What follows belongs to an exercise in optimizing a design on an open flow for small area; a production flow would make more cautious choices. RTL that was checked went through simulation tests only; none was proved equivalent to the original. No functional check of the RTL was part of runs 1, 2, 6 and 7. No run shown here takes its clock network from TritonCTS; it comes from the design's own scripts or RTL. The clock port is modelled as an ideal driver, which makes a skipped or thinned clock tree look cheaper than it is; a real chip needs a root buffer or a tree. Power figures rest on the tool's default switching activity, not on a simulated workload.

<file path="design/flow/config.mk">
export PLATFORM = sky130hd
export DESIGN_NAME = magicgen
export DESIGN_NICKNAME = magicgen
export VERILOG_FILES = /design/flow/design.v
export SDC_FILE = /design/flow/constraint.sdc
export NUM_CORES = 4
export LEC_CHECK = 0
export CAP_MARGIN = 20
export CORE_MARGIN = 2
export CORE_UTILIZATION = 40
export PLACE_DENSITY = 0.6
export SLEW_MARGIN = 20
</file>
<file path="design/flow/constraint.sdc">
create_clock -name core_clock -period 20.0 [get_ports {clk}]
set_input_delay 4.0000 -clock core_clock [delete_from_list [all_inputs] [get_ports {clk}]]
set_output_delay 4.0000 -clock core_clock [all_outputs]
set_load 0.01 [all_outputs]
</file>
<file path="design/flow/design.v">
module magicgen (
    input  wire         clk,
    input  wire         rst,
    input  wire         cmd_valid,
    output wire         cmd_ready,
    input  wire [129:0] cmd_word,
    output wire         rsp_valid,
    input  wire         rsp_ready,
    output wire [40:0]  rsp_word
);
    localparam [3:0] PH_INIT = 4'd0;
    localparam [3:0] PH_P1   = 4'd1;    
    localparam [3:0] PH_X0   = 4'd2;    
    localparam [3:0] PH_CL2  = 4'd3;    
    localparam [3:0] PH_P2   = 4'd4;    
    localparam [3:0] PH_CL3  = 4'd5;    
    localparam [3:0] PH_P3   = 4'd6;    
    localparam [3:0] PH_FL   = 4'd7;    
    localparam [3:0] PH_MUL  = 4'd8;
    localparam [3:0] PH_HEN  = 4'd9;    
    localparam [3:0] PH_DONE = 4'd10;
    localparam [3:0] PH_CL1  = 4'd11;   
    localparam [3:0] PH_LD   = 4'd12;   
    reg        rv;          
    reg  [3:0] ph;          
    reg  [6:0] cnt;         
    reg [32:0] r1n;         
    wire [32:0] r1 = ~r1n;
    reg [32:0] r2n;         
    wire [32:0] r2 = ~r2n;
    reg [31:0] r3;          
    reg        qs;          
    reg  [2:0] md;          
    wire [1:0]  op = cmd_word[129:128];
    wire [31:0] bw = cmd_word[95:64];
    wire [63:0] a  = cmd_word[63:0];
    wire [31:0] D  = a[31:0];
    wire cMul = ~op[1] & ~op[0];
    wire cS   = ~op[1] &  op[0];
    wire cU   =  op[1] & ~op[0];
    wire cInv =  op[1] &  op[0];
    wire isS   = ~md[1] &  md[0];
    wire isU   =  md[1] & ~md[0];
    wire isInv =  md[1] &  md[0];
    wire neg   =  md[2] & ~md[1] &  md[0];
    wire merr  =  md[2] & (md[1] | ~md[0]);
    wire done = ph[3] & ~ph[2] & ph[1] & ~ph[0];
    assign cmd_ready = ~rv & (~cmd_valid | done);
    assign rsp_valid = rv;
    wire oU = ~md[2] & isU;
    wire oM = isS | oU;
    assign rsp_word = {md[2] & md[1], md[2] & ~(md[1] ^ md[0]), r2[32] & oU,
                       {r3[6], r3[4:0]} & {6{oM}}, r2[31:0]};
    wire in_range = (a[63:32] == 32'h0) || (a[63:31] == {33{1'b1}});
    wire d_zero   = (D[31:1] == 31'h0);
    wire d_ones   = (D == 32'hFFFFFFFF);
    reg  [1:0] err;
    always @(*) begin
        err = 2'd0;
        if (!cMul && !in_range)            err = 2'd1;
        else if (cS && (d_zero || d_ones)) err = 2'd2;
        else if (cU && d_zero)             err = 2'd2;
        else if (cInv && !D[0])            err = 2'd3;
    end
    wire p_INI = ~ph[3] & ~ph[2] & ~ph[1] & ~ph[0];
    wire p_P1  = ~ph[3] & ~ph[2] & ~ph[1] &  ph[0];
    wire p_X0  = ~ph[3] & ~ph[2] &  ph[1] & ~ph[0];
    wire p_CL1 =  ph[3] & ~ph[2] &  ph[1] &  ph[0];
    wire p_LD  =  ph[3] &  ph[2];
    wire p_CL  = (~ph[3] &  ph[0] & (ph[2] ^ ph[1])) | p_CL1;
    wire p_P2  = ~ph[3] &  ph[2] & ~ph[1] & ~ph[0];
    wire p_P3  = ~ph[3] &  ph[2] &  ph[1] & ~ph[0];
    wire p_FL  = ~ph[3] &  ph[2] &  ph[1] &  ph[0];
    wire p_MUL =  ph[3] & ~ph[1] & ~ph[0];
    wire p_HEN =  ph[3] & ~ph[1] &  ph[0];
    wire c_0   = ~|cnt;
    wire c_31  = ~cnt[6] & ~cnt[5] & (&cnt[4:0]);
    wire c_32  = ~cnt[6] &  cnt[5] & ~|cnt[4:0];
    wire [6:0] cnt_inc;
    wire       cnt_co;
    rca #(.W(7)) u_inc (.a(cnt), .b(7'd0), .ci(1'b1), .s(cnt_inc), .co(cnt_co));
    wire cnt_end = (cnt == r3[6:0]);
    wire inv1 = ~neg & ~p_HEN & ~p_LD;
    wire [32:0] b1 = {~p_HEN & ~p_LD, D ^ {32{inv1}}};
    wire [32:0] s1;
    wire        ge;
    rca #(.W(33)) u_add1 (.a(r1), .b(b1), .ci(inv1), .s(s1), .co(ge));
    wire c_nx = p_P1 ? ((c_0 & isS) | (c_31 & neg))
              : p_CL ? ((c_31 & isS & ~p_CL1) | (c_32 & isU) | (isInv & p_CL1))
                     : (isU | (isInv & c_32));
    wire        take = p_HEN ? r1[0] : ((ge & ~p_MUL & ~p_CL) | p_LD);
    wire [32:0] sel  = take ? s1 : r1;
    wire [32:0] r1_nxt = p_HEN ? {1'b0, sel[32:1]} : {sel[31:0], c_nx};
    wire g2  = (p_P2 & ~qs) | (p_MUL & r1[32] & ~md[2]) | p_X0;
    wire c2  = (p_P1 | p_X0) ? qs : ((p_P3 | p_FL) ? (qs ^ neg) : 1'b0);
    wire ci2 = p_X0 ? ~neg : (p_P2 ? (~qs & neg) : (p_FL & (isS | isU) & ~neg));
    wire [32:0] b2 = ({1'b0, r3} & {33{g2}}) ^ {33{p_X0}};
    wire [32:0] s2;
    wire        s2_co;
    rca #(.W(33)) u_add2 (.a({r2[31:0], c2}), .b(b2), .ci(ci2), .s(s2), .co(s2_co));
    wire x_pos  = ~s2[32] & (s2 != 33'h0);
    wire p2_stop = p_P2 & ~c_0 & (x_pos | (isU & cnt[6]));
    wire [6:0] pfin = {cnt[6], cnt[5] | ~cnt[6], cnt[4:0] & {5{cnt[6] | cnt[5]}}};
    wire ph_end = (p_CL & c_32) | (p_HEN & c_31) | p_X0 | p2_stop | p_LD | p_INI;
    wire [6:0] cnt_set = {6'd0, (p_CL & ph[2]) | p_HEN};
    always @(posedge clk) begin
        cnt <= ph_end ? cnt_set : cnt_inc;
        qs  <= (p_P1 | p_P2 | p_P3) & ge;
    end
    always @(posedge clk) begin
        r1n <= ~r1_nxt;
        if (rst) begin
            rv <= 1'b0;
            ph <= PH_INIT;
        end else if (rv) begin
            if (rsp_ready) rv <= 1'b0;
        end else if (!cmd_valid) begin
            ph <= PH_INIT;
        end else begin
            case (ph)
            PH_INIT: begin
                md       <= (err != 2'd0) ? {1'b1, err[1], err[1] & err[0]}
                                          : {cS & D[31], op};
                r3[31:7] <= bw[31:7];
                r3[6:0]  <= cInv ? 7'd33 : bw[6:0];
                ph       <= PH_CL1;
            end
            PH_P1: begin
                r2n <= ~s2;
                if (c_32) begin
                    r3 <= isU ? ~sel[31:0] : {1'b0, ~sel[30:0]};
                    ph <= PH_X0;
                end
            end
            PH_X0: begin
                r2n <= ~s2;
                ph  <= PH_CL2;
            end
            PH_CL2, PH_CL3: begin
                if (c_32) begin
                    ph  <= ph[2] ? PH_P3 : PH_P2;
                end
            end
            PH_P2: begin
                if (p2_stop) begin
                    r3[6:0] <= pfin;
                    ph      <= PH_CL3;
                end else if (!c_0) begin
                    r2n <= ~s2;
                end
            end
            PH_P3: begin
                r2n <= ~s2;
                if (cnt_end) ph <= PH_FL;
            end
            PH_FL: begin
                r2n <= ~s2;
                ph <= PH_DONE;
            end
            PH_MUL: begin
                r2n <= ~s2;
                if (c_31) ph <= PH_DONE;
            end
            PH_HEN: begin
                if (c_31) begin
                    ph  <= PH_P3;
                end
            end
            PH_CL1: begin
                if (c_32) begin
                    ph  <= (merr | ~(md[2] | md[1] | md[0])) ? PH_LD :
                           (isInv ? PH_HEN : PH_P1);
                end
            end
            PH_LD: begin
                ph  <= PH_MUL;
            end
            PH_DONE: begin
                rv <= 1'b1;
                ph <= PH_INIT;
            end
            default: ph <= PH_INIT;
            endcase
        end
    end
endmodule
module rca #(parameter W = 8) (
    input  wire [W-1:0] a,
    input  wire [W-1:0] b,
    input  wire         ci,
    output wire [W-1:0] s,
    output wire         co
);
    wire [W:0] c;
    assign c[0] = ci;
    genvar i;
    generate
        for (i = 0; i < W; i = i + 1) begin : g_bit
            assign s[i]   = a[i] ^ b[i] ^ c[i];
            assign c[i+1] = (a[i] & b[i]) | (c[i] & (a[i] ^ b[i]));
        end
    endgenerate
    assign co = c[W];
endmodule
</file>
<file path="design/flow/flow/run.sh">
#!/bin/bash
# The standard flow's synthesis with an area-oriented ABC mapping script; the standard
# floorplan and placement with the ports buffered with buf_1; a clock tree
# built by hand (flow/my_cts.tcl: one root buffer, eight leaf buffers, one
# per eighth of the flip-flops); then the standard routing and finish.
set -euo pipefail
export OWN_WORK=$PWD
export OWN_ABC_SCRIPT=$PWD/flow/abc_area.script
PORTS="BUFFER_PORTS_ARGS=-buffer_cell sky130_fd_sc_hd__buf_1"
R=$PWD/orfs/results/sky130hd/magicgen/base
bash standard.sh "SYNTH_SCRIPT=$PWD/flow/own_synth.tcl" synth > synth.log 2>&1
bash standard.sh "$PORTS" place > place.log 2>&1
PLAT_DIR=$FLOW_HOME/platforms/sky130hd IN_ODB=$R/3_place.odb IN_SDC=$R/3_place.sdc \
  OUT_ODB=$R/4_1_cts.odb OUT_SDC=$R/4_cts.sdc \
  LEAF_BUF=sky130_fd_sc_hd__clkbuf_8 ROOT_BUF=sky130_fd_sc_hd__clkbuf_4 LEVELS=3 \
  openroad -no_init -exit flow/my_cts.tcl > cts.log 2>&1
cp $R/4_1_cts.odb $R/4_cts.odb
bash standard.sh "$PORTS" finish > layout.log 2>&1
</file>
<file path="design/flow/flow/abc_area.script">
&get -n
&st
&dch
&nf
&put
</file>
<file path="design/flow/flow/my_cts.tcl">
# Clock tree built by hand: the clock port drives one root buffer, which
# drives one leaf buffer per quadrant of the flip-flops; each leaf buffer
# drives the flip-flops of its quadrant.
set P $::env(PLAT_DIR)
read_liberty $P/lib/sky130_fd_sc_hd__tt_025C_1v80.lib
read_db $::env(IN_ODB)
read_sdc $::env(IN_SDC)
source $P/setRC.tcl

set db    [ord::get_db]
set block [ord::get_db_block]
set clk   [$block findNet clk]
set leafm [$db findMaster $::env(LEAF_BUF)]
set rootm [$db findMaster $::env(ROOT_BUF)]

set sinks {}
foreach it [$clk getITerms] {
  set inst [$it getInst]
  lassign [$inst getLocation] x y
  lappend sinks [list $it $x $y]
}
puts "clock sinks: [llength $sinks]"

proc median {l} {
  set s [lsort -integer $l]
  return [lindex $s [expr {[llength $s] / 2}]]
}
# split the sinks in halves, alternately by x and by y, LEVELS times
proc split_sinks {g axis} {
  set vs {}; foreach s $g { lappend vs [lindex $s $axis] }
  set m [median $vs]
  set lo {}; set hi {}
  foreach s $g { if {[lindex $s $axis] < $m} { lappend lo $s } else { lappend hi $s } }
  set out {}
  if {[llength $lo]} { lappend out $lo }
  if {[llength $hi]} { lappend out $hi }
  return $out
}
set quads [list $sinks]
for {set l 0} {$l < $::env(LEVELS)} {incr l} {
  set next {}
  foreach g $quads { lappend next {*}[split_sinks $g [expr {1 + $l % 2}]] }
  set quads $next
}

set root [odb::dbInst_create $block $rootm clkbuf_root]
set rnet [odb::dbNet_create $block clknet_root]
$rnet setSigType CLOCK
[$root findITerm A] connect $clk
[$root findITerm X] connect $rnet

set i 0
set rx 0; set ry 0; set n 0
foreach q $quads {
  set leaf [odb::dbInst_create $block $leafm clkbuf_leaf_$i]
  set lnet [odb::dbNet_create $block clknet_leaf_$i]
  $lnet setSigType CLOCK
  set sx 0; set sy 0
  foreach s $q {
    set it [lindex $s 0]
    $it disconnect
    $it connect $lnet
    incr sx [lindex $s 1]; incr sy [lindex $s 2]
  }
  set cx [expr {$sx / [llength $q]}]; set cy [expr {$sy / [llength $q]}]
  $leaf setLocation $cx $cy
  $leaf setPlacementStatus PLACED
  [$leaf findITerm A] connect $rnet
  [$leaf findITerm X] connect $lnet
  incr rx $cx; incr ry $cy; incr n
  puts "leaf $i: [llength $q] flip-flops at $cx $cy"
  incr i
}
$root setLocation [expr {$rx / $n}] [expr {$ry / $n}]
$root setPlacementStatus PLACED

detailed_placement
check_placement
set_propagated_clock [all_clocks]
estimate_parasitics -placement
report_clock_skew
report_check_types -max_slew -max_capacitance -violators
set worst 0.0
foreach pin [get_pins -of_objects [get_nets clknet_leaf_*]] {
  foreach rf {rise fall} {
    set s [get_property $pin slew_max_$rf]
    if {$s > $worst} { set worst $s }
  }
}
puts "worst clock slew: $worst"
report_worst_slack -max
report_worst_slack -min
if {[info exists ::env(OUT_ODB)]} {
  write_db $::env(OUT_ODB)
  write_sdc $::env(OUT_SDC)
}
</file>
<file path="design/flow/flow/own_synth.tcl">
# The standard flow's synthesis script (synth_recipe.tcl), with the final ABC mapping run
# with an area-oriented script (no buffering or gate upsizing). Registers are
# mapped before this step, so they are the same as in the standard synthesis.
proc abc {args} {
  set i [lsearch -exact $args -script]
  if { $i >= 0 } {
    set args [lreplace $args $i [expr {$i + 1}] -script $::env(OWN_ABC_SCRIPT)]
  }
  yosys abc {*}$args
}
source $::env(OWN_WORK)/synth_recipe.tcl
</file>
<file path="design/flow/standard.sh">
#!/bin/bash
# synth_recipe.tcl (not shown) runs the flow's synth.tcl, then flattens the netlist and writes it again
# the make line also repeats each setting of config.mk as NAME=value (left out here)
make -C /OpenROAD-flow-scripts/flow DESIGN_CONFIG=/design/flow/config.mk WORK_HOME=/design/flow/orfs CLKGATE_MAP_FILE= SYNTH_SCRIPT=/design/flow/synth_recipe.tcl "${@:-finish}"
</file>
==> flow_metrics.py, run 1 <==
metrics = {
    "place": {
        "hpwl_um": 14330,
        "io_buffers": 144,
        "pre_cts_ws_ns": 0.5467,
        "globalplace.congestion": 0.8792,
    },
    "drt": {
        "vias": 5508,
        "met3_length_um": 913,
        "drt-total-wl_um": 17940,
        "topRoutingLayerUsed": "met4",
        "routedWlPerCell_um": 16.64,
        "met1_length_um": 8660,
        "final_antenna_net_count": 0,
        "first_pass_iters": 4,
        "route.detailed.drc": 0,
        "wl_met2_um": 8060,
        "viasPerCell": 5.109,
        "drtIter0Drc": 247,
    },
    "floorplanning": {
        "die-height_um": 139.3,
        "core_um2": 17960,
        "row_count": 49,
        "initial_core_util_pct": 40.78,
        "die_w_um": 139.3,
        "ios": 177,
        "dieArea_um2": 19410,
    },
    "synthesis": {
        "syn_area_um2": 7326,
        "seq_area_frac_synth_pct": 40.44,
        "syn_inst": 685,
        "synth.distinct_cells": 48,
        "synth_common_cells": "edfxtp_1 (68), fa_1 (64), nand2_1 (57), clkinv_1 (56), o21ai_0 (54)",
        "syn_nets": 893,
        "ys_async_sr_fraction_pct": 0,
        "avgSynthCellArea_um2": 10.69,
        "ys_seq_elements": 114,
        "synth.most_common_cell": "edfxtp_1",
        "yosys_warnings": 1,
        "yosysTopAreaCell": "edfxtp_1",
        "synth_ff_type": "edfxtp_1",
        "post-synth-top-area-fraction_pct": 27.87,
        "synth-edff-count": 68,
        "synth.area.top_cells": "edfxtp_1 (28%), fa_1 (17%), dfxtp_1 (13%)",
    },
    "worst_setup_path": {
        "worst_ep_arrival_time_ns": 19.04,
        "crit_fanout": 36,
        "crit_type": "input port to flip-flop",
        "crit_required_ns": 20.24,
        "cp_slowest_cell": "fa_1",
        "critPathCaptureType": "flip-flop",
        "worstSetupStartpoint": "cmd_word[0]",
        "reg2reg_from": "ph[3]",
        "cp_slowest_stage_delay_ns": 0.44,
        "reg2reg_depth": 49,
        "crit_top_cell": "fa_1",
        "startpoint_type": "input port",
    },
    "flow_run": {
        "cap_violations": 0,
    },
    "layout": {
        "area_growth_pct": 14.59,
        "drive_gt1_share_pct": 2.712,
        "layout.nets": 1058,
    },
    "worst_hold_path": {
        "hp-start": "rv",
        "hold_path.class": "flip-flop to flip-flop",
        "hold_depth": 2,
    },
    "timing": {
        "final.setup.tns_ns": 0,
        "period_minus_slack_ns": 18.80,
        "fmax_mhz": 53.18,
        "fin_crit_sh_pct": 94.02,
        "slew_violations": 0,
        "skew_ns": 0.02088,
        "setup_ws_ns": 1.196,
        "hold_violations": 0,
        "tightestPinTransition_ns": 0.7899,
        "rsz0062_at_grt": "false",
        "setup_violations": 0,
        "relSlewSlack_pct": 46.86,
    },
    "global_route": {
        "antenna_found_initial": 1,
        "grt_start_max_net_pins": 56,
        "overflow": 0,
        "grt.total_usage_pct": 18.65,
        "grt_pass1_wl_um": 29730,
        "first_global_vias": 5590,
    },
    "clock_network": {
        "clock_latency_ns": 0.49,
        "path_clk_slew_ns": 0.11,
    },
    "pwr": {
        "power_leakage_nw": 3.072,
        "irDropWorstVdd_mv": 0.07916,
        "power.density_nw_per_um2": 170.8,
    },
    "status": {
        "status": "no timing/DRC/antenna violations",
    },
}
worst max-delay path: cells and delay by family:
kind	cells	cell delay, ns
buf+inv	5	0.71
mux	2	0.77
compound gates	2	0.40
fa+ha+maj	32	12.99
simple gates	2	0.16
sequential cells by signal (all words and copies together), names as in the netlist:
signal / count
r3: 32
md: 3
ph: 4
r2n: 33
cnt: 7
qs: 1
rv: 1
r1n: 33
power by group:
part,switching (W),internal (W),total [W]
registers,0.0000785,0.000385,0.000463
clock network,0.0000708,0.0000379,0.000109
logic,0.000508,0.000354,0.000862
final timing paths:
| check | endpoint | slack [ns] |
|---|---|---|
| setup / recovery | r3[0] | 1.20 |
| hold / removal | rv | 0.56 |
| hold reg to reg | rv | 0.56 |
| setup reg to reg | r2n[23] | 2.64 |
routing by layer:
metal	vias to the layer above	track usage [%]
met4	0	2.658
met1	2535	28.78
met2	165	29.28
met5	-	0
met3	16	1.789
li1	2792	-
cell type report:
cell class                 count  area [um^2]
inverter                      56        210.2
antenna                        1        2.502
timing repair buffer         154        628.1
fill                        1752         9569
multi-input combinational    515         4187
sequential                   114         2963
buffer                         9        117.6
tap                          229        286.5
kinds of logic (layout without fill, tap and decap cells):
| group | after synthesis | after routing | share of synthesized area (%) |
|---|---|---|---|
| and+or+nand+nor | 218 | 218 | 14.82 |
| xor gates and xnor gates | 42 | 42 | 5.021 |
| AOI/OAI and AO/OA | 124 | 124 | 9.787 |
| DFF | 114 | 114 | 40.44 |
| buffers and inverters | 56 | 219 | 2.869 |
| adders and majority gates | 74 | 74 | 19.20 |
| muxes | 57 | 57 | 7.857 |
| other | 0 | 1 | 0 |
stage by stage:
step	power, W	hold WS [ns]	util (%)	cells	cell area (um^2)
floorplan	0.001094	0.4890	-	685	7331
global placement	0.001323	0.5550	46.06	1068	8274
detailed placement	0.001344	0.5551	46.06	1068	8274
global route	0.001597	0.5982	46.73	1078	8394
finish	0.001434	0.5648	46.73	1078	8394
cell usage in the layout (no fill, tap or decap), types with 6 or more instances in the layout:
cell      synthesis  final
buf_1             0    144
edfxtp_1         68     68
fa_1             64     64
nand2_1          57     57
clkinv_1         56     56
o21ai_0          54     54
nor2_1           53     53
mux2i_1          53     53
dfxtp_1          46     46
a21oi_1          39     39
xor2_1           34     34
nand4_1          26     26
nor4_1           24     24
nand3_1          13     13
ha_1             10     10
buf_4             0      9
nor2b_1           8      8
xnor2_1           8      8
clkbuf_8          0      8
nor3_1            9      7
and2_0            7      7
a32oi_1           6      6
==> inputs of run 2 (changes only) <==
--- a/design/flow/design.v
+++ b/design/flow/design.v
@@ -52,14 +52,10 @@
     assign rsp_word = {md[2] & md[1], md[2] & ~(md[1] ^ md[0]), r2[32] & oU,
                        {r3[6], r3[4:0]} & {6{oM}}, r2[31:0]};
     wire in_range = (a[63:32] == 32'h0) || (a[63:31] == {33{1'b1}});
-    wire d_zero   = (D[31:1] == 31'h0);
-    wire d_ones   = (D == 32'hFFFFFFFF);
     reg  [1:0] err;
     always @(*) begin
         err = 2'd0;
         if (!cMul && !in_range)            err = 2'd1;
-        else if (cS && (d_zero || d_ones)) err = 2'd2;
-        else if (cU && d_zero)             err = 2'd2;
         else if (cInv && !D[0])            err = 2'd3;
     end
     wire p_INI = ~ph[3] & ~ph[2] & ~ph[1] & ~ph[0];
@@ -74,6 +70,7 @@
     wire p_MUL =  ph[3] & ~ph[1] & ~ph[0];
     wire p_HEN =  ph[3] & ~ph[1] &  ph[0];
     wire c_0   = ~|cnt;
+    wire c_1   = ~|cnt[6:1] & cnt[0];
     wire c_31  = ~cnt[6] & ~cnt[5] & (&cnt[4:0]);
     wire c_32  = ~cnt[6] &  cnt[5] & ~|cnt[4:0];
     wire [6:0] cnt_inc;
@@ -127,7 +124,10 @@
             end
             PH_P1: begin
                 r2n <= ~s2;
-                if (c_32) begin
+                if (ge & ((c_0 & isU) | (c_1 & isS))) begin
+                    md <= 3'b110;
+                    ph <= PH_LD;
+                end else if (c_32) begin
                     r3 <= isU ? ~sel[31:0] : {1'b0, ~sel[30:0]};
                     ph <= PH_X0;
                 end
==> flow_metrics.py, run 2 <==
metrics = {
    "status": {
        "status": "no timing/DRC/antenna violations",
    },
    "global_route": {
        "first_global_vias": 5490,
        "grt.total_usage_pct": 18.05,
        "overflow": 0,
        "grt_pass1_wl_um": 28590,
        "grt_start_max_net_pins": 58,
        "antenna_found_initial": 1,
    },
    "synthesis": {
        "synth_common_cells": "edfxtp_1 (68), fa_1 (64), clkinv_1 (61), nand2_1 (60), o21ai_0 (57)",
        "syn_nets": 877,
        "syn_inst": 669,
        "avgSynthCellArea_um2": 10.79,
        "synth.most_common_cell": "edfxtp_1",
        "synth_ff_type": "edfxtp_1",
        "syn_area_um2": 7218,
        "synth-edff-count": 68,
        "synth.distinct_cells": 52,
        "ys_async_sr_fraction_pct": 0,
        "yosysTopAreaCell": "edfxtp_1",
        "post-synth-top-area-fraction_pct": 28.29,
        "ys_seq_elements": 114,
        "synth.area.top_cells": "edfxtp_1 (28%), fa_1 (18%), dfxtp_1 (13%)",
        "yosys_warnings": 1,
        "seq_area_frac_synth_pct": 41.05,
    },
    "timing": {
        "skew_ns": 0.02075,
        "slew_violations": 0,
        "relSlewSlack_pct": 28.72,
        "hold_violations": 0,
        "period_minus_slack_ns": 19.01,
        "tightestPinTransition_ns": 1.065,
        "fin_crit_sh_pct": 95.07,
        "final.setup.tns_ns": 0,
        "rsz0062_at_grt": "false",
        "setup_violations": 0,
        "fmax_mhz": 52.59,
    },
    "place": {
        "placedCellCount": 1052,
        "hpwl_um": 13820,
        "globalplace.congestion": 0.9133,
        "place_area_um2": 8172,
        "io_buffers": 144,
    },
    "drt": {
        "drtIter0Drc": 208,
        "first_pass_iters": 5,
        "final_antenna_net_count": 0,
        "routedWlPerCell_um": 16.31,
        "viasPerCell": 5.090,
        "vias": 5406,
        "route.detailed.drc": 0,
        "drt-total-wl_um": 17320,
    },
    "layout": {
        "reg_top3": "r1n (33), r2n (33), r3 (32)",
        "multi_input_area_um2": 4065,
        "area_growth_pct": 14.87,
        "mostFrequentLayoutCells": "buf_1 (144), edfxtp_1 (68), fa_1 (64)",
        "final_common_cell": "buf_1",
        "drive_gt1_share_pct": 2.764,
        "fin_area_um2": 8292,
        "final_cell_count_no_fill": 1062,
        "ff_latch_area_um2": 2963,
        "final_core_util_pct": 46.48,
        "layout.nets": 1042,
        "fillCellCount": 1743,
    },
    "worst_setup_path": {
        "cp_slowest_cell": "fa_1",
        "rrSetupSlack_ns": 2.06,
        "crit_type": "input port to flip-flop",
        "reg2reg_from": "ph[2]",
        "cp_slowest_stage_delay_ns": 0.47,
        "crit_required_ns": 20.17,
        "critPathCaptureType": "flip-flop",
        "startpoint_type": "input port",
        "crit_fanout": 35,
        "reg2reg_to": "r2n[10]",
        "worst_ep_arrival_time_ns": 19.18,
        "reg2reg_depth": 48,
        "crit_top_cell": "fa_1",
    },
    "floorplanning": {
        "die-height_um": 138.3,
        "row_count": 49,
        "initial_core_util_pct": 40.46,
        "core_um2": 17840,
        "die_w_um": 138.3,
        "dieArea_um2": 19140,
        "ios": 177,
    },
    "clock_network": {
        "path_clk_slew_ns": 0.09,
        "clock_latency_ns": 0.48,
    },
    "pwr": {
        "power_leakage_nw": 3.088,
        "power.density_nw_per_um2": 158.4,
        "irDropWorstVdd_mv": 0.08084,
    },
    "worst_hold_path": {
        "hold_path.class": "flip-flop to flip-flop",
        "hold_depth": 2,
        "hp-start": "cnt[0]",
        "hold_end": "cnt[0]",
    },
    "flow_run": {
        "cap_violations": 0,
    },
}
[run 2: cell count changes in the layout (fill, tap and decap cells not counted), moves of 3 or more]
cell / previous run / this run
nor4_1: 24 / 12
nand4_1: 26 / 17
clkinv_1: 56 / 61
nand3_1: 13 / 8
nor2_1: 53 / 49
or2_0: 4 / 0
nand2_1: 57 / 60
o21ai_0: 54 / 57
[run 2: power breakdown]
part	internal, W	total, W	leakage [nW]	switching, W
Sequential	0.000368	0.000440	1.01	0.0000724
Clock	0.0000379	0.000109	0.0621	0.0000711
Combinational	0.000314	0.000764	2.02	0.000450
Total	0.000719	0.00131	3.09	0.000594
[run 2: worst max-delay path by stage]
stage	depth (start not counted)	startpoint	slack [ns]	end
floorplan	46	ph[0]	0.21	r2n[0]
global placement	43	cmd_word[0]	0.50	r3[30]
detailed placement	43	cmd_word[0]	0.34	r3[30]
global route	43	cmd_word[0]	0.34	r3[27]
finish	43	cmd_word[0]	0.99	r3[27]
[run 2: worst max-delay path: cells and delay by family]
kind / cells / cell delay (ns)
adders and majority gates: 32 / 13.09
AOI/OAI and AO/OA: 3 / 0.59
muxes: 2 / 0.72
buffers and inverters: 6 / 0.73
[run 2: routing by layer]
layer	part of all wire, %	GRT usage (%)	vias to the layer above
li1	-	-	2700
met1	49	27.19	2524
met2	45	28.76	163
met3	4.9	1.836	19
met4	2.0	3.222	0
met5	0	0	-
[run 2: logic make-up (layout without fill, tap and decap cells)]
family / count (synthesis) / in the layout / synth area share (%)
adder cells (fa/ha/maj): 74 / 74 / 19.48
flip-flops: 114 / 114 / 41.05
AND/OR/NAND/NOR: 192 / 192 / 13.05
buffers and inverters: 61 / 224 / 3.172
other: 0 / 1 / 0
multiplexers: 56 / 56 / 7.818
XOR/XNOR: 41 / 41 / 4.975
AO/OA/AOI/OAI: 131 / 131 / 10.45
[run 2: final cells by class]
class	instances	share of cell area, %
antenna	1	0.03018
buffer	9	1.418
inverter	61	2.761
multi-input combinational	494	49.03
sequential	114	35.73
tap	229	3.456
timing repair buffer	154	7.575
[run 2: metrics by stage]
step | hold WS [ns] | setup slack (ns) | power (W)
global route | 0.6032 | 0.3441 | 0.001453
global placement | 0.5377 | 0.4984 | 0.001195
detailed placement | 0.5455 | 0.3424 | 0.001217
finish | 0.5655 | 0.9854 | 0.001313
floorplan | 0.4890 | 0.2076 | 0.0009865
==> inputs of run 3 (changes only) <==
--- a/design/flow/design.v
+++ b/design/flow/design.v
@@ -88,14 +88,16 @@
     wire        take = p_HEN ? r1[0] : ((ge & ~p_MUL & ~p_CL) | p_LD);
     wire [32:0] sel  = take ? s1 : r1;
     wire [32:0] r1_nxt = p_HEN ? {1'b0, sel[32:1]} : {sel[31:0], c_nx};
+    wire y1  = p_P2 & neg & c_1;
     wire g2  = (p_P2 & ~qs) | (p_MUL & r1[32] & ~md[2]) | p_X0;
-    wire c2  = (p_P1 | p_X0) ? qs : ((p_P3 | p_FL) ? (qs ^ neg) : 1'b0);
-    wire ci2 = p_X0 ? ~neg : (p_P2 ? (~qs & neg) : (p_FL & (isS | isU) & ~neg));
-    wire [32:0] b2 = ({1'b0, r3} & {33{g2}}) ^ {33{p_X0}};
+    wire c2  = (p_P1 | p_X0) ? qs : ((p_P3 | p_FL) ? (qs ^ neg) : (p_P2 & ~y1));
+    wire ci2 = p_P2 ? (~qs & neg & ~c_1) : (p_FL & (isS | isU) & ~neg);
+    wire x2  = p_X0;
+    wire [32:0] b2 = ({1'b0, r3} & {33{g2}}) ^ {33{x2}};
     wire [32:0] s2;
     wire        s2_co;
     rca #(.W(33)) u_add2 (.a({r2[31:0], c2}), .b(b2), .ci(ci2), .s(s2), .co(s2_co));
-    wire x_pos  = ~s2[32] & (s2 != 33'h0);
+    wire x_pos  = ~s2[32];
     wire p2_stop = p_P2 & ~c_0 & (x_pos | (isU & cnt[6]));
     wire [6:0] pfin = {cnt[6], cnt[5] | ~cnt[6], cnt[4:0] & {5{cnt[6] | cnt[5]}}};
     wire ph_end = (p_CL & c_32) | (p_HEN & c_31) | p_X0 | p2_stop | p_LD | p_INI;
--- a/design/flow/config.mk
+++ b/design/flow/config.mk
@@ -9,4 +9,5 @@
 export CORE_MARGIN = 2
 export CORE_UTILIZATION = 40
 export PLACE_DENSITY = 0.6
+export SETUP_SLACK_MARGIN = 0.3
 export SLEW_MARGIN = 20
==> flow_metrics.py, run 3 <==
metrics = {
    "synthesis": {
        "ys_seq_elements": 114,
        "syn_inst": 655,
        "seq_area_frac_synth_pct": 41.11,
        "yosys_warnings": 1,
        "syn_area_um2": 7207,
        "synth_ff_type": "edfxtp_1",
        "synth.most_common_cell": "edfxtp_1",
        "synth.distinct_cells": 50,
        "post-synth-top-area-fraction_pct": 28.33,
        "synth_common_cells": "edfxtp_1 (68), fa_1 (64), clkinv_1 (54), mux2i_1 (54), nand2_1 (54)",
        "avgSynthCellArea_um2": 11.00,
        "ys_async_sr_fraction_pct": 0,
        "syn_nets": 863,
        "yosysTopAreaCell": "edfxtp_1",
        "synth-edff-count": 68,
        "synth.area.top_cells": "edfxtp_1 (28%), fa_1 (18%), dfxtp_1 (13%)",
    },
    "pwr": {
        "switching_share_pct": 45.25,
        "irDropWorstVdd_mv": 0.08542,
        "seq_power_share_pct": 34.0,
        "pwr-share-comb_pct": 57.9,
        "p_sw_w": 0.0006125,
        "power_leakage_nw": 3.063,
        "p_total_w": 0.001354,
        "clkPwrFrac_pct": 8.2,
        "p_int_w": 0.0007411,
        "power.density_nw_per_um2": 163.6,
    },
    "worst_setup_path": {
        "startpoint_type": "input port",
        "crit_top_cell": "fa_1",
        "worst_ep_arrival_time_ns": 19.06,
        "crit_fanout": 20,
        "reg2reg_depth": 45,
        "worstSetupStartpoint": "cmd_word[0]",
        "crit_required_ns": 20.18,
        "crit_type": "input port to flip-flop",
        "reg2reg_from": "ph[2]",
        "reg2reg_to": "r3[5]",
        "cp_slowest_cell": "fa_1",
        "rrSetupSlack_ns": 2.35,
        "cp_slowest_stage_delay_ns": 0.45,
        "critPathCaptureType": "flip-flop",
    },
    "global_route": {
        "grt.total_usage_pct": 17.87,
        "first_global_vias": 5457,
        "antenna_found_initial": 1,
        "grt_pass1_wl_um": 28330,
        "overflow": 0,
        "grt_start_max_net_pins": 61,
    },
    "place": {
        "hpwl_um": 13150,
        "globalplace.congestion": 0.9405,
        "io_buffers": 144,
    },
    "timing": {
        "skew_ns": 0.01499,
        "slew_violations": 0,
        "setup_violations": 0,
        "fin_crit_sh_pct": 94.39,
        "final.setup.tns_ns": 0,
        "fmax_mhz": 52.97,
        "tightestPinTransition_ns": 1.037,
        "relSlewSlack_pct": 30.84,
        "rsz0062_at_grt": "false",
        "hold_violations": 0,
        "period_minus_slack_ns": 18.88,
    },
    "floorplanning": {
        "initial_core_util_pct": 40.40,
        "dieArea_um2": 19110,
        "die-height_um": 138.2,
        "row_count": 49,
        "ios": 177,
        "core_um2": 17840,
        "die_w_um": 138.2,
    },
    "worst_hold_path": {
        "hp-start": "rv",
        "hold_path.class": "flip-flop to flip-flop",
        "hold_end": "rv",
        "hold_depth": 2,
    },
    "drt": {
        "first_pass_iters": 5,
        "drt-total-wl_um": 17230,
        "drtIter0Drc": 380,
        "route.detailed.drc": 0,
        "vias": 5417,
        "viasPerCell": 5.169,
        "routedWlPerCell_um": 16.44,
        "final_antenna_net_count": 0,
    },
    "status": {
        "status": "no timing/DRC/antenna violations",
    },
    "flow_run": {
        "cap_violations": 0,
    },
    "layout": {
        "reg_top3": "r1n (33), r2n (33), r3 (32)",
        "ff_latch_area_um2": 2963,
        "layout.nets": 1028,
        "multi_input_area_um2": 4085,
        "final_common_cell": "buf_1",
        "mostFrequentLayoutCells": "buf_1 (144), edfxtp_1 (68), fa_1 (64)",
        "area_growth_pct": 14.79,
        "drive_gt1_share_pct": 3.056,
        "fillCellCount": 1732,
    },
    "clock_network": {
        "clock_latency_ns": 0.49,
        "path_clk_slew_ns": 0.10,
    },
}
==> run 3: cell types whose count changed after synthesis, sizes merged, moves of 3 or more <==
cell / delta
xor2: -3
a21oi: -3
clkinv: -7
nor3: -5
a211oi: +6
nand4: -5
nand2: -6
nor2b: -3
a31oi: +4
o21ai: -4
and2: +5
xnor2: +4
==> run 3: worst max path at each step <==
stage | endpoint | slack, ns | cells after the start
2_1_floorplan | r3[0] | 0.49 | 41
3_3_place_gp | r3[12] | 0.51 | 42
5_1_grt | r3[10] | 0.37 | 42
6_report | r3[14] | 1.12 | 42
3_5_place_dp | r3[8] | 0.53 | 43
==> run 3: power by group through the flow <==
| stage | Combinational (W) | Sequential [W] | Clock [W] |
|---|---|---|---|
| after floorplan | 0.000592 | 0.000442 | 0 |
| after global placement | 0.000776 | 0.000465 | 0 |
| after detailed placement | 0.000797 | 0.000465 | 0 |
| after global routing | 0.000910 | 0.000475 | 0.000122 |
| final | 0.000784 | 0.000460 | 0.000110 |
==> run 3: final cells by class <==
type	instances	area share, %
inverter	54	2.450
multi-input combinational	487	49.38
sequential	114	35.81
antenna	1	0.03025
buffer	9	1.422
tap	229	3.463
timing repair buffer	154	7.441
==> run 3: layer usage <==
layer	up-vias	share of wire, %	global-route usage, %
met3	24	5.2	1.663
met4	0	2.4	3.491
met1	2564	48	27.21
li1	2657	-	-
met2	172	45	28.17
met5	-	0	0
==> run 3: cells by family after synthesis <==
kind of cell | after synthesis | share of synthesized area [%]
compound gates | 131 | 10.57
xor+xnor | 42 | 5.104
fa+ha+maj | 74 | 19.51
buf+inv | 54 | 2.812
flops | 114 | 41.11
mux | 58 | 8.125
simple gates | 182 | 12.76
==> run 3: worst max-delay path, delay by kind of cell <==
kind	cells	cell delay, ns
muxes	2	0.75
and+or+nand+nor	1	0.12
buffers and inverters	5	0.78
adders and majority gates	32	13.00
AOI/OAI and AO/OA	2	0.37
==> run 3: metrics by stage <==
step	hold slack, ns	util [%]	area, um^2	setup WS (ns)	std cells
floorplan	0.4890	-	7217	0.4917	655
global route	0.5725	46.37	8273	0.3697	1048
finish	0.5444	46.37	8273	1.122	1048
detailed placement	0.5344	45.70	8153	0.5310	1038
global placement	0.5085	45.70	8153	0.5092	1038
==> inputs of run 4 (changes only) <==
--- a/design/flow/config.mk
+++ b/design/flow/config.mk
@@ -9,5 +9,4 @@
 export CORE_MARGIN = 2
 export CORE_UTILIZATION = 40
 export PLACE_DENSITY = 0.6
-export SETUP_SLACK_MARGIN = 0.3
 export SLEW_MARGIN = 20
==> flow_metrics.py, run 4 <==
metrics = {
    "worst_hold_path": {
        "hold_path.class": "flip-flop to flip-flop",
    },
    "synthesis": {
        "post-synth-top-area-fraction_pct": 28.33,
        "yosys_warnings": 1,
        "synth_common_cells": "edfxtp_1 (68), fa_1 (64), clkinv_1 (54), mux2i_1 (54), nand2_1 (54)",
        "synth.area.top_cells": "edfxtp_1 (28%), fa_1 (18%), dfxtp_1 (13%)",
        "syn_nets": 863,
        "ys_seq_elements": 114,
        "synth_ff_type": "edfxtp_1",
        "synth-edff-count": 68,
        "seq_area_frac_synth_pct": 41.11,
        "syn_area_um2": 7207,
        "synth.distinct_cells": 50,
        "syn_inst": 655,
        "avgSynthCellArea_um2": 11.00,
        "ys_async_sr_fraction_pct": 0,
        "yosysTopAreaCell": "edfxtp_1",
        "synth.most_common_cell": "edfxtp_1",
    },
    "drt": {
        "viasPerCell": 5.117,
        "vias": 5363,
        "routedWlPerCell_um": 16.33,
        "drt-total-wl_um": 17110,
        "drtIter0Drc": 385,
        "route.detailed.drc": 0,
        "first_pass_iters": 5,
        "final_antenna_net_count": 0,
    },
    "pwr": {
        "power.density_nw_per_um2": 163.0,
        "power_leakage_nw": 3.064,
        "irDropWorstVdd_mv": 0.06195,
    },
    "worst_setup_path": {
        "crit_required_ns": 20.24,
        "crit_top_cell": "fa_1",
        "crit_type": "input port to flip-flop",
        "crit_fanout": 20,
        "crit_buf_inv": 5,
        "worst_ep_arrival_time_ns": 19.19,
        "cp_slowest_cell": "fa_1",
        "critPathCaptureType": "flip-flop",
        "cp_top_family": "adder cells",
        "cp_slowest_stage_delay_ns": 0.45,
        "startpoint_type": "input port",
    },
    "floorplanning": {
        "row_count": 49,
        "die_w_um": 138.2,
        "core_um2": 17840,
        "dieArea_um2": 19110,
        "initial_core_util_pct": 40.40,
        "die-height_um": 138.2,
        "ios": 177,
    },
    "layout": {
        "final_common_cell": "buf_1",
        "mostFrequentLayoutCells": "buf_1 (144), edfxtp_1 (68), fa_1 (64)",
        "layout.nets": 1028,
        "drive_gt1_share_pct": 3.056,
        "multi_input_area_um2": 4085,
        "area_growth_pct": 14.79,
        "fillCellCount": 1723,
        "reg_top3": "r1n (33), r2n (33), r3 (32)",
        "ff_latch_area_um2": 2963,
    },
    "timing": {
        "period_minus_slack_ns": 18.95,
        "slew_violations": 0,
        "fmax_mhz": 52.77,
        "relSlewSlack_pct": 31.74,
        "skew_ns": 0.01729,
        "fin_crit_sh_pct": 94.76,
        "whs_ns": 0.5237,
        "final.setup.tns_ns": 0,
        "hold_violations": 0,
        "rsz0062_at_grt": "false",
        "tightestPinTransition_ns": 1.016,
        "setup_violations": 0,
    },
    "place": {
        "globalplace.congestion": 0.9084,
        "hpwl_um": 13140,
        "io_buffers": 144,
    },
    "global_route": {
        "met1_usage_pct": 27.30,
        "antenna_found_initial": 1,
        "grt_start_max_net_pins": 61,
        "first_global_vias": 5163,
        "use_met2_pct": 27.12,
        "busiest_layer": "met1",
        "overflow": 0,
        "grt.total_usage_pct": 17.47,
        "grt_util_met3_pct": 1.836,
        "grt_pass1_wl_um": 27500,
    },
    "flow_run": {
        "cap_violations": 0,
    },
    "clock_network": {
        "path_clk_slew_ns": 0.10,
        "clock_latency_ns": 0.48,
    },
    "status": {
        "status": "no timing/DRC/antenna violations",
    },
}
==> run 4: kinds of logic after synthesis <==
family / count (synthesis) / share of synthesized area [%]
simple gates: 182 / 12.76
compound gates: 131 / 10.57
flops: 114 / 41.11
fa+ha+maj: 74 / 19.51
mux: 58 / 8.125
buf+inv: 54 / 2.812
xor+xnor: 42 / 5.104
==> run 4: worst paths after layout <==
| kind | startpoint | endpoint | slack (ns) | cells past startpoint |
|---|---|---|---|---|
| max | cmd_word[0] | r3[7] | 1.05 | 43 |
| min | rv | rv | 0.52 | 2 |
| min reg2reg | rv | rv | 0.52 | 2 |
| max reg2reg | ph[2] | r3[3] | 2.37 | 45 |
==> run 4: where the power goes <==
| part | internal (W) | leakage [nW] | switching [W] | total [W] |
|---|---|---|---|---|
| clock network | 0.0000379 | 0.0621 | 0.0000717 | 0.000110 |
| registers | 0.000378 | 1.01 | 0.0000824 | 0.000460 |
| logic | 0.000322 | 2.00 | 0.000456 | 0.000778 |
==> run 4: stage by stage <==
step / total power [W] / std cells / cell area [um^2] / utilization [%] / worst slack [ns]
3_5_place_dp: 0.001261 / 1038 / 8153 / 45.70 / 0.4487
3_3_place_gp: 0.001237 / 1038 / 8153 / 45.70 / 0.5030
6_report: 0.001348 / 1048 / 8273 / 46.37 / 1.049
5_1_grt: 0.001494 / 1048 / 8273 / 46.37 / 0.3493
2_1_floorplan: 0.001035 / 655 / 7212 / - / 0.2707
==> run 4: cell type report <==
class,count,share of cell area (%)
multi-input cells,487,49.38
plain buffers,9,1.422
diodes,1,0.03025
well taps,229,3.463
inverters,54,2.450
repair buffers,154,7.441
flip-flops and latches,114,35.81
==> run 4: per-layer routing <==
metal  vias up  wire length, um
li1       2665                -
met2       181             7634
met3        20              918
met4         0              267
met5         -                0
met1      2497             8289
==> run 4: worst min-delay path, cell delays in order, from the launching register on <==
cell and delay, ns:
dfxtp_1 0.36, clkinv_1 0.05, o32ai_1 0.07
==> inputs of run 5 (changes only) <==
--- a/design/flow/config.mk
+++ b/design/flow/config.mk
@@ -8,5 +8,6 @@
 export CAP_MARGIN = 20
 export CORE_MARGIN = 2
 export CORE_UTILIZATION = 40
+export GPL_TIMING_DRIVEN = 1
 export PLACE_DENSITY = 0.6
 export SLEW_MARGIN = 20
==> flow_metrics.py, run 5 <==
metrics = {
    "status": {
        "status": "no timing/DRC/antenna violations",
    },
    "worst_setup_path": {
        "cp_slowest_stage_delay_ns": 0.45,
        "crit_type": "input port to flip-flop",
        "crit_top_cell": "fa_1",
        "critPathCaptureType": "flip-flop",
        "worst_ep_arrival_time_ns": 19.19,
        "crit_required_ns": 20.24,
        "startpoint_type": "input port",
        "reg2reg_depth": 45,
        "cp_slowest_cell": "fa_1",
        "crit_fanout": 20,
    },
    "layout": {
        "final_common_cell": "buf_1",
        "mostFrequentLayoutCells": "buf_1 (144), edfxtp_1 (68), fa_1 (64)",
        "fillCellCount": 1723,
        "reg_top3": "r1n (33), r2n (33), r3 (32)",
        "area_growth_pct": 14.79,
        "drive_gt1_share_pct": 3.056,
        "layout.nets": 1028,
    },
    "drt": {
        "viasPerCell": 5.117,
        "drt-total-wl_um": 17110,
        "vias": 5363,
        "routedWlPerCell_um": 16.33,
        "drtIter0Drc": 385,
        "route.detailed.drc": 0,
        "first_pass_iters": 5,
        "final_antenna_net_count": 0,
    },
    "timing": {
        "fmax_mhz": 52.77,
        "setup_ws_ns": 1.049,
        "setup_violations": 0,
        "period_minus_slack_ns": 18.95,
        "hold_violations": 0,
        "final.setup.tns_ns": 0,
        "slew_violations": 0,
        "tightestPinTransition_ns": 1.016,
        "skew_ns": 0.01729,
        "relSlewSlack_pct": 31.74,
        "fin_crit_sh_pct": 94.76,
        "rsz0062_at_grt": "false",
    },
    "global_route": {
        "grt.total_usage_pct": 17.47,
        "antenna_found_initial": 1,
        "first_global_vias": 5163,
        "overflow": 0,
        "grt_start_max_net_pins": 61,
        "grt_pass1_wl_um": 27500,
    },
    "synthesis": {
        "ys_async_sr_fraction_pct": 0,
        "synth_ff_type": "edfxtp_1",
        "yosysTopAreaCell": "edfxtp_1",
        "syn_area_um2": 7207,
        "post-synth-top-area-fraction_pct": 28.33,
        "synth.area.top_cells": "edfxtp_1 (28%), fa_1 (18%), dfxtp_1 (13%)",
        "ys_seq_elements": 114,
        "syn_nets": 863,
        "synth.distinct_cells": 50,
        "avgSynthCellArea_um2": 11.00,
        "seq_area_frac_synth_pct": 41.11,
        "syn_inst": 655,
        "synth-edff-count": 68,
        "synth_common_cells": "edfxtp_1 (68), fa_1 (64), clkinv_1 (54), mux2i_1 (54), nand2_1 (54)",
        "yosys_warnings": 1,
        "synth.most_common_cell": "edfxtp_1",
    },
    "floorplanning": {
        "ios": 177,
        "die-height_um": 138.2,
        "die_w_um": 138.2,
        "core_um2": 17840,
        "row_count": 49,
        "initial_core_util_pct": 40.40,
        "dieArea_um2": 19110,
    },
    "clock_network": {
        "path_clk_slew_ns": 0.10,
        "clock_latency_ns": 0.48,
    },
    "pwr": {
        "power_leakage_nw": 3.064,
        "irDropWorstVdd_mv": 0.06195,
        "power.density_nw_per_um2": 163.0,
    },
    "place": {
        "hpwl_um": 13140,
        "globalplace.congestion": 0.9084,
        "pre_cts_ws_ns": 0.4487,
        "io_buffers": 144,
    },
    "worst_hold_path": {
        "hold_path.class": "flip-flop to flip-flop",
        "hold_depth": 2,
    },
    "flow_run": {
        "cap_violations": 0,
    },
}
## run 5: cells by family after synthesis
| logic type | count (synthesis) | synth area share (%) |
|---|---|---|
| AND/OR/NAND/NOR | 182 | 12.76 |
| AO/OA/AOI/OAI | 131 | 10.57 |
| flip-flops | 114 | 41.11 |
| adder cells (fa/ha/maj) | 74 | 19.51 |
| multiplexers | 58 | 8.125 |
| buffers and inverters | 54 | 2.812 |
| XOR/XNOR | 42 | 5.104 |
## run 5: report_power, final
| group | switching, W | internal [W] |
|---|---|---|
| Clock | 0.0000717 | 0.0000379 |
| Combinational | 0.000456 | 0.000322 |
| Sequential | 0.0000824 | 0.000378 |
| Total | 0.000610 | 0.000738 |
## run 5: worst paths after layout
kind	start	endpoint	slack, ns
max	cmd_word[0]	r3[7]	1.05
min	rv	rv	0.52
max reg2reg	ph[2]	r3[3]	2.37
min reg2reg	rv	rv	0.52
## run 5: critical path: cells and delay by family
family	cells	cell delay, ns
fa+ha+maj	32	13.08
mux	2	0.80
buf+inv	5	0.77
simple gates	3	0.33
compound gates	1	0.23
## run 5: cell type report
cell class | instances | area, um^2 | area share (%)
Inverter | 54 | 202.7 | 2.450
Multi-Input combinational cell | 487 | 4085 | 49.38
Sequential cell | 114 | 2963 | 35.81
Antenna cell | 1 | 2.502 | 0.03025
Timing Repair Buffer | 154 | 615.6 | 7.441
Tap cell | 229 | 286.5 | 3.463
Buffer | 9 | 117.6 | 1.422
## run 5: routing by layer
| metal | GRT usage, % | vias up | part of all wire [%] |
|---|---|---|---|
| li1 | - | 2665 | - |
| met1 | 27.30 | 2497 | 48 |
| met5 | 0 | - | 0 |
| met2 | 27.12 | 181 | 45 |
| met4 | 2.256 | 0 | 1.6 |
| met3 | 1.836 | 20 | 5.4 |
## run 5: metrics by stage
step                      instance area [um^2]  std cells  utilization, %  hold WS (ns)  total power [W]
after floorplan                           7212        655               -        0.4890         0.001035
after global placement                    8153       1038           45.70        0.5071         0.001237
after detailed placement                  8153       1038           45.70        0.5172         0.001261
after global routing                      8273       1048           46.37        0.5747         0.001494
final                                     8273       1048           46.37        0.5237         0.001348
==> inputs of run 6 (changes only) <==
--- a/design/flow/design.v
+++ b/design/flow/design.v
@@ -72,16 +72,18 @@
     wire c_0   = ~|cnt;
     wire c_1   = ~|cnt[6:1] & cnt[0];
     wire c_31  = ~cnt[6] & ~cnt[5] & (&cnt[4:0]);
+    wire c_33  = ~cnt[6] &  cnt[5] & ~|cnt[4:1] & cnt[0];
+    assign cnt_end = isInv ? c_33 : (cnt == r3[6:0]);
     wire c_32  = ~cnt[6] &  cnt[5] & ~|cnt[4:0];
     wire [6:0] cnt_inc;
     wire       cnt_co;
     rca #(.W(7)) u_inc (.a(cnt), .b(7'd0), .ci(1'b1), .s(cnt_inc), .co(cnt_co));
-    wire cnt_end = (cnt == r3[6:0]);
-    wire inv1 = ~neg & ~p_HEN & ~p_LD;
-    wire [32:0] b1 = {~p_HEN & ~p_LD, D ^ {32{inv1}}};
+    wire cnt_end;
+    wire inv1 = ~neg & ~p_HEN;
+    wire [32:0] b1 = {~p_HEN, D ^ {32{inv1}}};
     wire [32:0] s1;
     wire        ge;
-    rca #(.W(33)) u_add1 (.a(r1), .b(b1), .ci(inv1), .s(s1), .co(ge));
+    rca #(.W(33)) u_add1 (.a(r1), .b(b1), .ci(inv1 & ~p_LD), .s(s1), .co(ge));
     wire c_nx = p_P1 ? ((c_0 & isS) | (c_31 & neg))
               : p_CL ? ((c_31 & isS & ~p_CL1) | (c_32 & isU) | (isInv & p_CL1))
                      : (isU | (isInv & c_32));
@@ -89,7 +91,7 @@
     wire [32:0] sel  = take ? s1 : r1;
     wire [32:0] r1_nxt = p_HEN ? {1'b0, sel[32:1]} : {sel[31:0], c_nx};
     wire y1  = p_P2 & neg & c_1;
-    wire g2  = (p_P2 & ~qs) | (p_MUL & r1[32] & ~md[2]) | p_X0;
+    wire g2  = (p_P2 & ~qs) | (p_MUL & ~r1[32] & ~md[2]) | p_X0;
     wire c2  = (p_P1 | p_X0) ? qs : ((p_P3 | p_FL) ? (qs ^ neg) : (p_P2 & ~y1));
     wire ci2 = p_P2 ? (~qs & neg & ~c_1) : (p_FL & (isS | isU) & ~neg);
     wire x2  = p_X0;
@@ -120,8 +122,7 @@
             PH_INIT: begin
                 md       <= (err != 2'd0) ? {1'b1, err[1], err[1] & err[0]}
                                           : {cS & D[31], op};
-                r3[31:7] <= bw[31:7];
-                r3[6:0]  <= cInv ? 7'd33 : bw[6:0];
+                r3       <= bw;
                 ph       <= PH_CL1;
             end
             PH_P1: begin
--- a/design/flow/config.mk
+++ b/design/flow/config.mk
@@ -8,6 +8,5 @@
 export CAP_MARGIN = 20
 export CORE_MARGIN = 2
 export CORE_UTILIZATION = 40
-export GPL_TIMING_DRIVEN = 1
 export PLACE_DENSITY = 0.6
 export SLEW_MARGIN = 20
==> flow_metrics.py, run 6 <==
metrics = {
    "global_route": {
        "grt_pass1_wl_um": 28170,
        "overflow": 0,
        "grt_start_max_net_pins": 62,
        "antenna_found_initial": 1,
        "first_global_vias": 5523,
        "grt.total_usage_pct": 18.86,
    },
    "floorplanning": {
        "core_um2": 17360,
        "dieArea_um2": 18940,
        "row_count": 48,
        "initial_core_util_pct": 41.15,
        "die_w_um": 137.6,
        "die-height_um": 137.6,
        "ios": 177,
    },
    "synthesis": {
        "syn_area_um2": 7142,
        "ys_seq_elements": 114,
        "avgSynthCellArea_um2": 10.87,
        "ys_async_sr_fraction_pct": 0,
        "synth-edff-count": 68,
        "synth_common_cells": "edfxtp_1 (68), fa_1 (65), nand2_1 (58), mux2i_1 (54), nor2_1 (54)",
        "synth.most_common_cell": "edfxtp_1",
        "synth.distinct_cells": 46,
        "yosys_warnings": 1,
        "synth_ff_type": "edfxtp_1",
        "post-synth-top-area-fraction_pct": 28.59,
        "seq_area_frac_synth_pct": 41.49,
        "syn_nets": 866,
        "yosysTopAreaCell": "edfxtp_1",
        "syn_inst": 657,
        "synth.area.top_cells": "edfxtp_1 (29%), fa_1 (18%), dfxtp_1 (13%)",
    },
    "drt": {
        "routedWlPerCell_um": 16.07,
        "drtIter0Drc": 371,
        "viasPerCell": 5.087,
        "route.detailed.drc": 0,
        "vias": 5479,
        "final_antenna_net_count": 0,
        "first_pass_iters": 5,
        "drt-total-wl_um": 17310,
    },
    "timing": {
        "setup_violations": 0,
        "tightestPinTransition_ns": 1.043,
        "relSlewSlack_pct": 30.20,
        "rsz0062_at_grt": "false",
        "skew_ns": 0.01545,
        "hold_violations": 0,
        "period_minus_slack_ns": 19.31,
        "slew_violations": 0,
        "fmax_mhz": 51.78,
        "fin_crit_sh_pct": 96.57,
    },
    "status": {
        "status": "no timing/DRC/antenna violations",
    },
    "pwr": {
        "power_leakage_nw": 3.165,
        "power.density_nw_per_um2": 170.5,
        "irDropWorstVdd_mv": 0.06456,
    },
    "worst_setup_path": {
        "critPathCaptureType": "flip-flop",
        "rrSetupSlack_ns": 2.37,
        "reg2reg_from": "ph[0]",
        "crit_type": "input port to flip-flop",
        "cp_slowest_cell": "fa_1",
        "reg2reg_depth": 46,
        "crit_fanout": 16,
        "cp_slowest_stage_delay_ns": 0.48,
        "worst_ep_arrival_time_ns": 19.53,
        "crit_required_ns": 20.21,
        "crit_top_cell": "fa_1",
        "reg2reg_to": "r3[0]",
        "crit_end": "r3[0]",
        "worstSetupStartpoint": "cmd_word[0]",
        "startpoint_type": "input port",
    },
    "layout": {
        "layout.nets": 1062,
        "drive_gt1_share_pct": 6.580,
        "fin_area_um2": 8426,
        "fillCellCount": 1665,
        "reg_top3": "r1n (33), r2n (33), r3 (32)",
        "final_common_cell": "buf_1",
        "area_growth_pct": 17.97,
        "mostFrequentLayoutCells": "buf_1 (144), edfxtp_1 (68), fa_1 (65)",
        "final_cell_count_no_fill": 1077,
    },
    "place": {
        "globalplace.congestion": 0.8785,
        "place_area_um2": 8305,
        "hpwl_um": 13270,
        "placedCellCount": 1067,
        "io_buffers": 144,
    },
    "worst_hold_path": {
        "hold_path.class": "flip-flop to flip-flop",
    },
    "clock_network": {
        "clock_latency_ns": 0.49,
        "path_clk_slew_ns": 0.10,
    },
    "flow_run": {
        "cap_violations": 0,
    },
}
[run 6: worst min path at each step]
stage	startpoint	endpoint	slack (ns)	depth (start not counted)
global placement	rv	rv	0.54	2
detailed placement	rv	rv	0.55	2
finish	rv	rv	0.57	2
floorplan	r1n[5]	r1n[4]	0.52	2
global route	rv	rv	0.61	2
[run 6: cell families after synthesis]
kind of cell,synth area share (%)
buffers and inverters,2.733
multiplexers,7.884
flip-flops,41.49
adder cells (fa/ha/maj),19.97
XOR/XNOR,5.151
AO/OA/AOI/OAI,9.846
AND/OR/NAND/NOR,12.93
[run 6: per-layer routing]
layer / vias up / wire (um) / GRT usage [%] / share of wire, %
li1: 2714 / - / - / -
met1: 2574 / 7989 / 26.83 / 46
met2: 175 / 8046 / 32.03 / 46
met3: 16 / 1009 / 1.729 / 5.8
met4: 0 / 263 / 2.864 / 1.5
met5: - / 0 / 0 / 0
[run 6: layout make-up]
class	count	area [um^2]	area share [%]
Multi-Input combinational cell	491	4005	47.53
Timing Repair Buffer	185	860.8	10.22
Buffer	9	117.6	1.396
Antenna cell	1	2.502	0.02970
Inverter	52	195.2	2.317
Tap cell	225	281.5	3.341
Sequential cell	114	2963	35.16
[run 6: metrics by stage]
stage / TNS (ns) / util [%] / hold WS [ns] / total power (W) / setup slack (ns)
floorplan: 0 / - / 0.5241 / 0.0009604 / 0.1988
global placement: 0 / 47.85 / 0.5391 / 0.001314 / 0.04678
detailed placement: -0.2047 / 47.85 / 0.5531 / 0.001343 / -0.04613
global route: 0 / 48.54 / 0.6105 / 0.001584 / 0.06619
finish: 0 / 48.54 / 0.5687 / 0.001437 / 0.6870
[run 6: worst max-delay path: cells and delay by family]
| kind | cells | cell delay (ns) |
|---|---|---|
| AO/OA/AOI/OAI | 2 | 0.47 |
| XOR/XNOR | 1 | 0.20 |
| adder cells (fa/ha/maj) | 33 | 13.82 |
| buffers and inverters | 4 | 0.48 |
| multiplexers | 1 | 0.30 |
| AND/OR/NAND/NOR | 1 | 0.21 |
[run 6: where the power goes]
| group | total (W) | leakage [nW] | internal (W) | switching [W] |
|---|---|---|---|---|
| Sequential | 0.000438 | 1.01 | 0.000370 | 0.0000681 |
| Combinational | 0.000886 | 2.10 | 0.000424 | 0.000462 |
| Clock | 0.000112 | 0.0621 | 0.0000379 | 0.0000742 |
==> inputs of run 7 (changes only) <==
--- a/design/flow/design.v
+++ b/design/flow/design.v
@@ -20,6 +20,7 @@
     localparam [3:0] PH_HEN  = 4'd9;    
     localparam [3:0] PH_DONE = 4'd10;
     localparam [3:0] PH_CL1  = 4'd11;   
+    localparam [3:0] PH_NC   = 4'd13;   
     localparam [3:0] PH_LD   = 4'd12;   
     reg        rv;          
     reg  [3:0] ph;          
@@ -62,13 +63,14 @@
     wire p_P1  = ~ph[3] & ~ph[2] & ~ph[1] &  ph[0];
     wire p_X0  = ~ph[3] & ~ph[2] &  ph[1] & ~ph[0];
     wire p_CL1 =  ph[3] & ~ph[2] &  ph[1] &  ph[0];
-    wire p_LD  =  ph[3] &  ph[2];
+    wire p_LD  =  ph[3] &  ph[2] & ~ph[0];
+    wire p_NC  =  ph[3] &  ph[2] &  ph[0];
     wire p_CL  = (~ph[3] &  ph[0] & (ph[2] ^ ph[1])) | p_CL1;
     wire p_P2  = ~ph[3] &  ph[2] & ~ph[1] & ~ph[0];
     wire p_P3  = ~ph[3] &  ph[2] &  ph[1] & ~ph[0];
     wire p_FL  = ~ph[3] &  ph[2] &  ph[1] &  ph[0];
-    wire p_MUL =  ph[3] & ~ph[1] & ~ph[0];
-    wire p_HEN =  ph[3] & ~ph[1] &  ph[0];
+    wire p_MUL =  ph[3] & ~ph[2] & ~ph[1] & ~ph[0];
+    wire p_HEN =  ph[3] & ~ph[2] & ~ph[1] &  ph[0];
     wire c_0   = ~|cnt;
     wire c_1   = ~|cnt[6:1] & cnt[0];
     wire c_31  = ~cnt[6] & ~cnt[5] & (&cnt[4:0]);
@@ -106,7 +108,7 @@
     wire [6:0] cnt_set = {6'd0, (p_CL & ph[2]) | p_HEN};
     always @(posedge clk) begin
         cnt <= ph_end ? cnt_set : cnt_inc;
-        qs  <= (p_P1 | p_P2 | p_P3) & ge;
+        qs  <= p_NC ? qs : ((p_P1 | p_P2 | p_P3) & ge);
     end
     always @(posedge clk) begin
         r1n <= ~r1_nxt;
@@ -131,9 +133,12 @@
                     md <= 3'b110;
                     ph <= PH_LD;
                 end else if (c_32) begin
-                    r3 <= isU ? ~sel[31:0] : {1'b0, ~sel[30:0]};
-                    ph <= PH_X0;
-                end
+                    ph <= PH_NC;
+                end
+            end
+            PH_NC: begin
+                r3 <= isU ? ~r1[32:1] : {1'b0, ~r1[31:1]};
+                ph <= PH_X0;
             end
             PH_X0: begin
                 r2n <= ~s2;
==> flow_metrics.py, run 7 <==
metrics = {
    "clock_network": {
        "clock_latency_ns": 0.48,
        "path_clk_slew_ns": 0.10,
    },
    "worst_setup_path": {
        "cp_slowest_stage_delay_ns": 0.47,
        "crit_top_cell": "fa_1",
        "startpoint_type": "input port",
        "crit_required_ns": 20.35,
        "worst_ep_arrival_time_ns": 19.74,
        "reg2reg_depth": 44,
        "crit_type": "input port to flip-flop",
        "cp_slowest_cell": "fa_1",
        "crit_fanout": 9,
        "critPathCaptureType": "flip-flop",
    },
    "global_route": {
        "first_global_vias": 5305,
        "grt_start_max_net_pins": 40,
        "grt.total_usage_pct": 17.40,
        "antenna_found_initial": 1,
        "overflow": 0,
        "grt_pass1_wl_um": 27460,
    },
    "timing": {
        "period_minus_slack_ns": 19.39,
        "rsz0062_at_grt": "false",
        "relSlewSlack_pct": 32.58,
        "skew_ns": 0.01207,
        "slew_violations": 0,
        "setup_violations": 0,
        "fmax_mhz": 51.56,
        "tightestPinTransition_ns": 1.011,
        "whs_ns": 0.5581,
        "hold_violations": 0,
        "fin_crit_sh_pct": 96.97,
    },
    "drt": {
        "drtIter0Drc": 375,
        "route.detailed.drc": 0,
        "first_pass_iters": 5,
        "viasPerCell": 5.123,
        "vias": 5456,
        "final_antenna_net_count": 0,
        "routedWlPerCell_um": 16.32,
        "drt-total-wl_um": 17380,
    },
    "synthesis": {
        "synth_ff_type": "edfxtp_1",
        "synth_common_cells": "nand2_1 (107), edfxtp_1 (69), fa_1 (65), mux2i_1 (62), clkinv_1 (47)",
        "seq_area_frac_synth_pct": 41.28,
        "avgSynthCellArea_um2": 10.81,
        "syn_area_um2": 7202,
        "post-synth-top-area-fraction_pct": 28.77,
        "synth.most_common_cell": "nand2_1",
        "yosysTopAreaCell": "edfxtp_1",
        "synth-edff-count": 69,
        "synth.area.top_cells": "edfxtp_1 (29%), fa_1 (18%), dfxtp_1 (13%)",
        "yosys_warnings": 1,
        "syn_nets": 875,
        "ys_seq_elements": 114,
        "syn_inst": 666,
        "ys_async_sr_fraction_pct": 0,
        "synth.distinct_cells": 42,
    },
    "pwr": {
        "switching_share_pct": 41.56,
        "irDropWorstVdd_mv": 0.07209,
        "pwr-share-comb_pct": 56.4,
        "seq_power_share_pct": 35.0,
        "p_int_w": 0.0007499,
        "clkPwrFrac_pct": 8.6,
        "power.density_nw_per_um2": 151.6,
        "p_sw_w": 0.0005334,
        "power_leakage_nw": 3.257,
    },
    "layout": {
        "drive_gt1_share_pct": 6.347,
        "fin_area_um2": 8467,
        "area_growth_pct": 17.56,
        "reg_top3": "r1n (33), r2n (33), r3 (32)",
        "mostFrequentLayoutCells": "buf_1 (144), nand2_1 (105), edfxtp_1 (69)",
        "layout.nets": 1046,
        "final_common_cell": "buf_1",
    },
    "floorplanning": {
        "die_w_um": 138.2,
        "initial_core_util_pct": 40.37,
        "dieArea_um2": 19090,
        "die-height_um": 138.2,
        "row_count": 49,
        "core_um2": 17840,
        "ios": 177,
    },
    "worst_hold_path": {
        "hold_depth": 2,
        "hold_path.class": "flip-flop to flip-flop",
    },
    "status": {
        "status": "no timing/DRC/antenna violations",
    },
    "flow_run": {
        "cap_violations": 0,
    },
    "place": {
        "place_area_um2": 8189,
        "io_buffers": 144,
        "globalplace.congestion": 0.8784,
        "hpwl_um": 13010,
    },
}
## run 7: per-stage QoR
| stage | std cells | total power (W) | util (%) | setup WS, ns | setup TNS, ns |
|---|---|---|---|---|---|
| 2_1_floorplan | 666 | 0.0008985 | - | 0.002469 | 0 |
| 3_3_place_gp | 1052 | 0.001073 | 45.90 | -0.1382 | -3.290 |
| 3_5_place_dp | 1052 | 0.001088 | 45.90 | -0.1520 | -3.936 |
| 5_1_grt | 1065 | 0.001415 | 47.46 | 0.0009486 | 0 |
| 6_report | 1065 | 0.001283 | 47.46 | 0.6062 | 0 |
## run 7: cell type report
class | instances | area (um^2)
timing repair buffer | 160 | 733.2
multi-input combinational | 505 | 4178
tap | 229 | 286.5
buffer | 9 | 117.6
antenna | 1 | 2.502
sequential | 114 | 2973
inverter | 47 | 176.4
fill | 1700 | 9374
## run 7: final timing paths
kind / start / slack, ns / end
worst max register to register: ph[3] / 2.56 / r1n[15]
worst max-delay path: cmd_word[0] / 0.61 / r1n[15]
worst min register to register: rv / 0.56 / rv
worst min-delay path: rv / 0.56 / rv
## run 7: cells by family (layout without fill, tap and decap cells)
| family | Yosys count | in the layout | share of synthesized area [%] |
|---|---|---|---|
| flops | 114 | 114 | 41.28 |
| fa+ha+maj | 75 | 75 | 19.81 |
| compound gates | 88 | 88 | 7.505 |
| other cells | 0 | 1 | 0 |
| simple gates | 238 | 238 | 15.24 |
| mux | 62 | 62 | 8.617 |
| xor+xnor | 42 | 42 | 5.108 |
| buf+inv | 47 | 216 | 2.450 |
## run 7: layer usage
layer / GRT usage, % / up-vias / share of wire [%]
met5: 0 / - / 0
met4: 3.276 / 0 / 2.3
met3: 2.321 / 31 / 5.8
met2: 27.88 / 187 / 46
met1: 25.66 / 2555 / 46
li1: - / 2683 / -
## run 7: power groups by stage
stage	combinational, W	clock [W]	sequential, W
after detailed placement	0.000637	0	0.000451
after global placement	0.000621	0	0.000451
final	0.000724	0.000110	0.000449
after floorplan	0.000471	0	0.000427
after global routing	0.000828	0.000122	0.000465
## run 7: worst max-delay path: cells and delay by family
kind	cells	cell delay, ns
compound gates	2	0.49
xor+xnor	1	0.21
fa+ha+maj	33	14.24
buf+inv	3	0.44
mux	2	0.36

separate check: timing with driven ports:
Ports are ideal in the flow. The routed layouts listed here were re-timed in OpenROAD. Step 1, drivers: a clkbuf_16 drives clk and a buf_2 each remaining input, both assumed. Step 2 also shifts input and output timing later by t, the mid clock arrival at the registers, as if the neighbouring blocks saw the same clock. Three values: ideal ports, drivers, drivers and shift; two values: the first two.
run | t (ns) | slack for setup (ns)
run 1 | 0.516 | 1.196 / 1.203 / 0.686
run 2 | 0.508 | 0.985 / 0.999 / 0.491
run 3 | 0.520 | 1.122 / 1.128 / 0.609
run 4 | 0.510 | 1.049 / 1.053 / 0.543
run 5 | 0.510 | 1.049 / 1.053 / 0.543
run 6 | 0.522 | 0.687 / 0.698 / 0.176
run 7 | 0.507 | 0.606 / 0.619 / 0.112
After both steps every run listed still meets setup and hold.
